This is an optimization exercise on Yosys and OpenROAD, whose aim is small area, a short achievable clock period and few clock cycles per item, not a production implementation.
In this exercise RTL edits were held to simulation tests only and were not proved equivalent to the original.
Power figures rest on the tool's default switching activity, not on a simulated workload.

==> try-amber: inputs <==
Design xarm_codec_b, start of the top module:
module xarm_codec_b (
    input  wire        clk,
    input  wire        rst,
    input  wire        req_valid,
    output wire        req_ready,
    input  wire [7:0]  req_op,
    input  wire [7:0]  req_cmd,
    input  wire [7:0]  req_id,
    input  wire [8:0]  req_len,
    input  wire [15:0] req_a,
    input  wire [15:0] req_b,
    input  wire        in_valid,
    output wire        in_ready,
    input  wire [7:0]  in_data,
    output wire        out_valid,
    input  wire        out_ready,
    output wire [7:0]  out_data,
    output wire        out_last,
    output wire        resp_valid,
    input  wire        resp_ready,
    output wire [7:0]  resp_status,
    output wire [7:0]  resp_arg,
    output wire [15:0] resp_lo,
    output wire [15:0] resp_hi,
    output wire [7:0]  resp_reason,
    output wire [7:0]  resp_byte,
    output wire [7:0]  resp_plen,
    output wire [8:0]  resp_len
);
    localparam [7:0] OP_ENC     = 8'h10;
    localparam [7:0] OP_TEMPLIM = 8'h15;
    localparam [7:0] OP_DEC     = 8'h18;
    localparam [7:0] OP_CHK     = 8'h19;
  ...
export LEC_CHECK = 0
export CAP_MARGIN = 20
export CORE_MARGIN = 2
export CORE_UTILIZATION = 40
export SETUP_SLACK_MARGIN = 2.4
export SLEW_MARGIN = 20
create_clock -name core_clock -period 5.0 [get_ports {clk}]
standard.sh (not shown) runs the stock make flow with config.mk's settings and CLKGATE_MAP_FILE= SYNTH_SCRIPT=/design/flow/synth_recipe.tcl, a recipe that flattens the netlist after the stock synthesis.
==> flow/flow/run.sh <==
#!/bin/bash
# The standard layout, with plain buf_1 cells as the port buffers (every input
# and output port still gets its own buffer; repair may resize them).
set -euo pipefail
bash standard.sh "BUFFER_PORTS_ARGS=-buffer_cell sky130_fd_sc_hd__buf_1" finish > standard_flow.log 2>&1
==> try-fjord: changes against try-amber <==
--- a/flow/design.v
+++ b/flow/design.v
@@ -104,41 +104,44 @@
     reg [15:0] b;
     reg        pass;        
     reg        pay_ok;      
     reg        sig_ok;
     reg [8:0]  cnt;
     reg        lastq;       
+    reg        l2q;         
+    reg        d_big, d_zero, d_lt2;    
     reg        dpay;        
     reg [7:0]  sum;         
     reg [7:0]  addq;        
     reg        len0;        
     reg        e_br, e_rs3;  
     reg [3:0]  kind;
     reg [6:0]  cmpq;        
     reg        vfail_q;     
     reg        idok, lenok, cmdok;    
-    reg [1:0]  fcnt;
-    reg [7:0]  fd0, fd1;
-    reg        fl0, fl1;
+    reg [7:0]  fd0;
+    reg        fl0;
     reg        ov;
     reg        rv, rvo;
-    reg [1:0]  owed;        
+    reg        owed;        
     reg [3:0]  r_st;
     reg        r_s4, r_ff;
     reg [2:0]  r_arg;
     reg        r_f56, r_f7, r_h1000, r_h30000, r_hib;    
     reg        r_rb, r_rs3, r_rs11;
     reg [7:0]  r_byte;
     reg [8:0]  r_len;
-    reg        req_ready_q, in_ready_q;
+    reg        rq_a, rq_c, irq_a, irq_b;
+    reg        rq_x, irq_x;    
     wire [NS-1:0] pq_st;
     wire [1:0]    pq_cls;
     wire          pq_typed, pq_pass, pq_payok, pq_ebr, pq_ers3, pq_len1;
     wire [3:0]    pq_kind;
-    assign req_ready   = req_ready_q;
-    assign in_ready    = in_ready_q;
+    wire   room        = !ov || out_ready;
+    assign req_ready   = rq_x || (rq_c && out_ready);
+    assign in_ready    = irq_x || (irq_b && out_ready);
     assign out_valid   = ov;
     assign out_data    = fd0;
     assign out_last    = fl0;
     assign resp_valid  = rvo;
     assign resp_status = {r_ff, r_ff, r_ff, r_s4, r_st};
     assign resp_arg    = {5'd0, r_arg};
@@ -189,17 +192,18 @@
             d_state = S_H0;
         end else if (req_op == OP_DEC || req_op == OP_CHK) begin
             d_cls = req_op[0] ? C_CHK : C_DEC;
             d_state = (req_len == 9'd0) ? S_FIN : S_RX;
         end
     end
-    wire push_ok = !fcnt[1];
+    wire push_ok = room;
     wire pop     = ov && out_ready;
-    wire acc     = req_valid && req_ready_q;
-    wire in_fire = in_valid && in_ready_q;
-    wire nlast   = (cnt + 9'd2 == len);    
+    wire acc     = req_valid && req_ready;
+    wire in_fire = in_valid && in_ready;
+    wire nlast   = l2q;                    
+    wire nlast2  = (cnt + 9'd3 == len);
     wire [8:0] cnt1 = cnt + 9'd1;
     wire [8:0] len_m3 = len - 9'd3;
     wire [7:0] sum_t = sum + addq;         
     wire from_in = st[I_RX] || (st[I_PAY] && pass);
     wire [7:0] pdata = ({8{st[I_H0] || st[I_H1]}} & SIG) |
                        ({8{st[I_H2]}} & id) |
@@ -230,19 +234,19 @@
                         nst = 8'h10; nrb = 1'b1; nrs3 = e_rs3;
                     end else if (v_now[4]) begin
                         nst = 8'h01; narg = v_now[3:1]; nhib = v_now[0];
                     end
                 end
                 C_DEC: begin
-                    if (len > 9'd258) begin
+                    if (!pay_ok && d_big) begin
                         nst = 8'h10; nrb = 1'b1; nrs3 = 1'b1; nrs11 = 1'b1;
-                    end else if (len == 9'd0)
+                    end else if (!pay_ok && d_zero)
                         nst = 8'h03;
-                    else if (len < 9'd2 || !sig_ok)
+                    else if ((!pay_ok && d_lt2) || !sig_ok)
                         nst = 8'h05;
-                    else if (len < 9'd6)
+                    else if (!pay_ok)
                         nst = 8'h07;
                     else if (addq != ~sum)         
                         nst = 8'h09;
                     else if (cmd != CMD_ID_READ && !idok)
                         nst = 8'h06;
                     else if (!lenok)
@@ -254,29 +258,31 @@
                 default: nst = 8'hFF;
             endcase
         end
     end
     reg [NS-1:0] st_n;
     reg [8:0]    cnt_n;
-    reg          lastq_n, dpay_n;
+    reg          lastq_n, l2q_n, dpay_n;
+    reg [NS-1:0] st_na;     
     always @(*) begin
         st_n    = st;
         cnt_n   = cnt;
         lastq_n = lastq;
+        l2q_n   = l2q;
         dpay_n  = dpay;
         if ((st[I_GATHER] || st[I_DRAIN] || st[I_RX]) && in_fire) begin
-            cnt_n = cnt1; lastq_n = nlast;
+            cnt_n = cnt1; lastq_n = nlast; l2q_n = nlast2;
         end
         if (st[I_RX] && in_fire)
             dpay_n = pay_ok && (cnt >= 9'd4) && !nlast;
         if (st[I_PAY] && push) begin
-            cnt_n = cnt1; lastq_n = nlast;
+            cnt_n = cnt1; lastq_n = nlast; l2q_n = nlast2;
         end
         if (st[I_GATHER] && in_fire && lastq) begin
             st_n[I_GATHER] = 1'b0; st_n[I_CHECK] = 1'b1;
-            cnt_n = 9'd0; lastq_n = (len == 9'd1);
+            cnt_n = 9'd0; lastq_n = (len == 9'd1); l2q_n = (len == 9'd2);
         end
         if (st[I_DRAIN] && in_fire && lastq)  begin st_n[I_DRAIN] = 1'b0; st_n[I_FIN] = 1'b1; end
         if (st[I_RX] && in_fire && lastq)     begin st_n[I_RX] = 1'b0; st_n[I_FIN] = 1'b1; end
         if (st[I_CHECK])  begin st_n[I_CHECK] = 1'b0; st_n[I_CHECK2] = 1'b1; end
         if (st[I_CHECK2]) begin st_n[I_CHECK2] = 1'b0; st_n[I_H0] = 1'b1; end
         if (st[I_H0] && vfail) begin st_n[I_H0] = 1'b0; st_n[I_FIN] = 1'b1; end
@@ -289,76 +295,72 @@
                 st_n[I_H4] = 1'b0;
                 if (len0) st_n[I_CSUM] = 1'b1; else st_n[I_PAY] = 1'b1;
             end
         end
         if (st[I_PAY] && push && lastq) begin st_n[I_PAY] = 1'b0; st_n[I_CSUM] = 1'b1; end
         if (done) begin st_n[I_CSUM] = 1'b0; st_n[I_FIN] = 1'b0; st_n[I_IDLE] = 1'b1; end
+        st_na = st_n;
         if (acc) begin
             st_n    = pq_st;
             cnt_n   = 9'd0;
             lastq_n = pq_len1;
+            l2q_n   = !tlo && (req_len == 9'd2);
             dpay_n  = 1'b0;
         end
     end
     wire [8:0] len_n  = !acc ? len : pq_typed ? ((req_op[2:0] == 3'd5) ? 9'd1 : 9'd4) : req_len;
     wire [1:0] cls_n  = acc ? pq_cls : cls;
     wire       pass_n = acc ? pq_pass : pass;
-    wire [1:0] fcnt_n = {(fcnt[1] | (fcnt[0] & push_a)) & !out_ready,
-                         (!fcnt[1] & !fcnt[0] & push_a) | (fcnt[0] & (push_a ~^ out_ready)) |
-                         (fcnt[1] & out_ready)};
-    wire [1:0] fcnt_x = {(fcnt[1] | (fcnt[0] & push)) & !out_ready,
-                         (!fcnt[1] & !fcnt[0] & push) | (fcnt[0] & (push ~^ out_ready)) |
-                         (fcnt[1] & out_ready)};
-    wire       ov_n   = push_a | fcnt[1] | (fcnt[0] & !out_ready);
+    wire       ov_n   = push_a || (ov && !out_ready);
+    wire       ov_x   = push || (ov && !out_ready);       
     wire       rv_n   = done ? 1'b1 : (rvo && resp_ready) ? 1'b0 : rv;
-    wire [1:0] owed_n = done ? fcnt_x : (pop && owed != 2'd0) ? owed - 2'd1 : owed;
+    wire       owed_n = done ? ov_x : pop ? 1'b0 : owed;
     assign pq_kind  = tlo ? op_kind : (!req_op[3] && req_op[2:0] == 3'd0) ? rc_kind : 4'd0;
     assign pq_st    = d_state;
     assign pq_cls   = d_cls;
     assign pq_typed = tlo;
     assign pq_pass  = d_pass;
     assign pq_ebr   = d_ebr;
     assign pq_ers3  = d_ers3;
     assign pq_payok = req_op[3] && !req_op[0] && (req_len >= 9'd6) && (req_len <= 9'd258);
     assign pq_len1  = tlo ? (req_op[2:0] == 3'd5) : (req_len == 9'd1);
     wire fin_take_n = !acc && ((st[I_FIN] && !done) || (st[I_RX] && in_fire && lastq)) &&
                       cls != C_ENC;
-    wire req_ready_n = !rv_n && (st_n[I_IDLE] || (st_n[I_CSUM] && !fcnt_x[1]) || fin_take_n);
-    wire f_hold     = fcnt[1] || (fcnt[0] && push);    
-    wire in_ready_1 = st_n[I_GATHER] || st_n[I_DRAIN] || (st_n[I_PAY] && pass_n) || st_n[I_RX];
-    wire in_ready_0 = st_n[I_GATHER] || st_n[I_DRAIN] ||
-                      (st_n[I_PAY] && pass_n && !f_hold) ||
-                      (st_n[I_RX] && (!dpay_n || !f_hold));
-    wire in_ready_n = out_ready ? in_ready_1 : in_ready_0;
+    wire rq_a_n  = !acc && !rv_n && (st_na[I_IDLE] || fin_take_n);
+    wire rq_c_n  = !acc && !rv_n && st_na[I_CSUM];
+    wire acc_inr = (req_op[7:1] == 7'b0001100) && (req_len != 9'd0);
+    wire irq_a_n = acc ? acc_inr : (st_na[I_GATHER] || st_na[I_DRAIN] || (st_na[I_RX] && !dpay_n));
+    wire irq_b_n = !acc && ((st_na[I_PAY] && pass) || (st_na[I_RX] && dpay_n));
     always @(posedge clk) begin
         if (rst) begin
             st          <= S_IDLE;
-            fcnt        <= 2'd0;
             ov          <= 1'b0;
             rv          <= 1'b0;
             rvo         <= 1'b0;
-            owed        <= 2'd0;
-            req_ready_q <= 1'b0;
-            in_ready_q  <= 1'b0;
+            owed        <= 1'b0;
+            rq_a        <= 1'b0;
+            rq_c        <= 1'b0;
+            irq_a       <= 1'b0;
+            irq_b       <= 1'b0;
+            rq_x        <= 1'b0;
+            irq_x       <= 1'b0;
         end else begin
             st          <= st_n;
-            fcnt        <= fcnt_n;
             ov          <= ov_n;
             rv          <= rv_n;
-            rvo         <= rv_n && (owed_n == 2'd0);
+            rvo         <= rv_n && !owed_n;
             owed        <= owed_n;
-            req_ready_q <= req_ready_n;
-            in_ready_q  <= in_ready_n;
+            rq_a        <= rq_a_n;
+            rq_c        <= rq_c_n;
+            irq_a       <= irq_a_n;
+            irq_b       <= irq_b_n;
+            rq_x        <= rq_a_n || (rq_c_n && !ov_n);
+            irq_x       <= irq_a_n || (irq_b_n && !ov_n);
         end
-        if (fcnt == 2'd0 || (fcnt[0] && out_ready)) begin
+        if (room) begin
             fd0 <= pdata; fl0 <= plast;
-        end else if (fcnt[1] && out_ready) begin
-            fd0 <= fd1; fl0 <= fl1;
-        end
-        if (fcnt[0] && !out_ready) begin
-            fd1 <= pdata; fl1 <= plast;
         end
         if (done) begin
             r_st     <= nst[3:0];
             r_s4     <= nst[4];
             r_ff     <= nst[7];
             r_arg    <= narg;
@@ -372,12 +374,13 @@
             r_rs11   <= nrs11;
             r_byte   <= (cls == C_DEC) ? a[7:0] : ~sum_t;
             r_len    <= (cls == C_DEC) ? (len - 9'd6) : (len + 9'd6);
         end
         cnt   <= cnt_n;
         lastq <= lastq_n;
+        l2q   <= l2q_n;
         dpay  <= dpay_n;
         addq <= sum_en ? pdata : 8'd0;
         sum  <= sum_t;
         if (acc)
             len0 <= !tlo && (req_len == 9'd0);
         cmpq <= compares(a, b);
@@ -417,12 +420,15 @@
             cls    <= pq_cls;
             pass   <= pq_pass;
             pay_ok <= pq_payok;
             e_br   <= pq_ebr;
             e_rs3  <= pq_ers3;
             kind   <= pq_kind;
+            d_big  <= (req_len > 9'd258);
+            d_zero <= (req_len == 9'd0);
+            d_lt2  <= (req_len < 9'd2);
             vfail_q <= vfail_in;
             cmd    <= pq_typed ? ((req_op[2:0] == 3'd1) ? CMD_MOVE :
                                   (req_op[2:0] == 3'd2) ? CMD_MOVEW :
                                   (req_op[2:0] == 3'd3) ? CMD_ANGLIM :
                                   (req_op[2:0] == 3'd4) ? CMD_VINLIM : CMD_TEMPLIM) : req_cmd;
             len    <= len_n;
CORE_UTILIZATION = 60   (was 40)
PLACE_DENSITY = 0.7   (was not set)
SETUP_SLACK_MARGIN = 2.6   (was 2.4)
==> try-quartz: changes against try-amber <==
--- a/flow/design.v
+++ b/flow/design.v
@@ -195,20 +195,28 @@
     wire push_ok = !fcnt[1];
     wire pop     = ov && out_ready;
     wire acc     = req_valid && req_ready_q;
     wire in_fire = in_valid && in_ready_q;
     wire nlast   = (cnt + 9'd2 == len);    
     wire [8:0] cnt1 = cnt + 9'd1;
-    wire [8:0] len_m3 = len - 9'd3;
     wire [7:0] sum_t = sum + addq;         
+    reg [7:0] pay_byte;
+    always @(*) begin
+        case (cnt[1:0])
+            2'd0:    pay_byte = a[7:0];
+            2'd1:    pay_byte = a[15:8];
+            2'd2:    pay_byte = b[7:0];
+            default: pay_byte = b[15:8];
+        endcase
+    end
     wire from_in = st[I_RX] || (st[I_PAY] && pass);
     wire [7:0] pdata = ({8{st[I_H0] || st[I_H1]}} & SIG) |
                        ({8{st[I_H2]}} & id) |
                        ({8{st[I_H3]}} & (len[7:0] + 8'd3)) |
                        ({8{st[I_H4]}} & cmd) |
-                       ({8{st[I_PAY] && !pass}} & a[7:0]) |
+                       ({8{st[I_PAY] && !pass}} & pay_byte) |
                        ({8{st[I_CSUM]}} & ~sum_t) |
                        ({8{from_in}} & in_data);
     wire push = ((st[I_H1] || st[I_H2] || st[I_H3] || st[I_H4] || (st[I_PAY] && !pass)) && push_ok) ||
                 (st[I_PAY] && pass && in_fire) ||
                 (st[I_CSUM] && push_ok && !rv) ||
                 (st[I_RX] && in_fire && dpay);
@@ -320,18 +328,15 @@
     assign pq_ers3  = d_ers3;
     assign pq_payok = req_op[3] && !req_op[0] && (req_len >= 9'd6) && (req_len <= 9'd258);
     assign pq_len1  = tlo ? (req_op[2:0] == 3'd5) : (req_len == 9'd1);
     wire fin_take_n = !acc && ((st[I_FIN] && !done) || (st[I_RX] && in_fire && lastq)) &&
                       cls != C_ENC;
     wire req_ready_n = !rv_n && (st_n[I_IDLE] || (st_n[I_CSUM] && !fcnt_x[1]) || fin_take_n);
-    wire f_hold     = fcnt[1] || (fcnt[0] && push);    
-    wire in_ready_1 = st_n[I_GATHER] || st_n[I_DRAIN] || (st_n[I_PAY] && pass_n) || st_n[I_RX];
-    wire in_ready_0 = st_n[I_GATHER] || st_n[I_DRAIN] ||
-                      (st_n[I_PAY] && pass_n && !f_hold) ||
-                      (st_n[I_RX] && (!dpay_n || !f_hold));
-    wire in_ready_n = out_ready ? in_ready_1 : in_ready_0;
+    wire in_ready_n = st_n[I_GATHER] || st_n[I_DRAIN] ||
+                      (st_n[I_PAY] && pass_n && !fcnt_x[1]) ||
+                      (st_n[I_RX] && (!dpay_n || !fcnt_x[1]));
     always @(posedge clk) begin
         if (rst) begin
             st          <= S_IDLE;
             fcnt        <= 2'd0;
             ov          <= 1'b0;
             rv          <= 1'b0;
@@ -380,16 +385,12 @@
         sum  <= sum_t;
         if (acc)
             len0 <= !tlo && (req_len == 9'd0);
         cmpq <= compares(a, b);
         if (st[I_CHECK2])
             vfail_q <= v_now[4];
-        if (st[I_PAY] && !pass && push) begin
-            a <= {b[7:0], a[15:8]};
-            b[7:0] <= b[15:8];
-        end
         if (in_fire) begin
             if (st[I_GATHER]) begin
                 case (cnt[1:0])
                     2'd0:    a       <= {8'd0, in_data};
                     2'd1:    a[15:8] <= in_data;
                     2'd2:    b[7:0]  <= in_data;
@@ -400,13 +401,13 @@
                 if ((cnt == 9'd0 || cnt == 9'd1) && in_data != SIG)
                     sig_ok <= 1'b0;
                 if (cnt == 9'd2) begin
                     a[7:0] <= in_data;
                     idok   <= (in_data == id);
                 end
-                if (cnt == 9'd3) lenok <= !len_m3[8] && (in_data == len_m3[7:0]);    
+                if (cnt == 9'd3) lenok <= ({1'b0, in_data} + 9'd3 == len);
                 if (cnt == 9'd4) cmdok <= (in_data == cmd);
             end
         end
         if (acc) begin
             id     <= req_id;
             sum    <= 8'd0;
SETUP_SLACK_MARGIN = 2.2   (was 2.4)
==> impl_results.md <==
- Hold path startpoint: st[12]
- Antenna cells: 0
- DR WL met3: 2510 um
- Tap Count: 378
- Clock power frac: 37.7%
- Worst hold stages: 1
- DRT iter0 DRCs: 798
- Status: complete, no violations
- Routed len/inst: 20.0 um
- DR pass1 iterations: 7
- Sequential area share after synthesis: 42.9%
(the above is from try-quartz)
==> impl_results.md <==
- Antenna cells: 1
- Layout clock area frac: 4.34%
- Post-place instance area: 0.0120 mm2
- Worst hold stages: 1
- Sequential area share after synthesis: 41.0%
- Chip height: 172 um
- Status: complete, no violations
- Routed len/inst: 19.6 um
- Multi-input gates: 938
- DRT iter0 DRCs: 1164
(the above is from try-amber)
==> impl_results.md <==
- DR pass1 iterations: 6
- Reg clk slew, reported paths: 0.06 ns
- DR WL met3: 3610 um
- Status: complete, no violations
- Antenna cells: 0
- Simple-Gate Fraction of Synth Area: 19.4%
- DRT iter0 DRCs: 1062
- Worst hold stages: 2
- Tap Count: 225
(the above is from try-fjord)
Testbench counts of try-amber, summed over its fixed seeds: cycles 27,536, items 3,200.
Testbench counts of try-fjord, summed over its fixed seeds: cycles 27,536, items 3,200.
Testbench counts of try-quartz, summed over its fixed seeds: cycles 27,536, items 3,200.

port drivers added, routing unchanged:
No port has a modelled driver above. Below, the same layouts with a new extraction and two added sets of constraints.
Step 1: set_driving_cell puts a clkbuf_16 on clk and a buf_2 on each other input, an assumption about the parent block.
Step 2 adds t to the input delays and takes it off the output delays; t is the mean of the earliest and latest rising clock arrival at the registers after step 1. Input paths then give back, and output paths get back, about the clock's delay inside the block.
Three values: no drivers, after step 1, after step 2; two values: the first two.
run	shift t [ns]	setup WS [ns]	hold slack, ns	worst setup path at the end	slew at the worst register clock pin (ns)
try-amber	0.480	2.439 / 2.439 / 1.982	0.448 / 0.448 / 0.448	input to register	0.07 / 0.07
try-fjord	0.487	2.560 / 2.516 / 2.121	0.466 / 0.466 / 0.466	input to register	0.07 / 0.07
try-quartz	0.494	2.289 / 2.302 / 1.815	0.422 / 0.422 / 0.422	input to register	0.09 / 0.09
After both steps setup and hold are still met in every run listed. For try-quartz, which loses most, drivers alone change the setup slack by +0.013 ns; drivers and shift together by -0.474 ns.
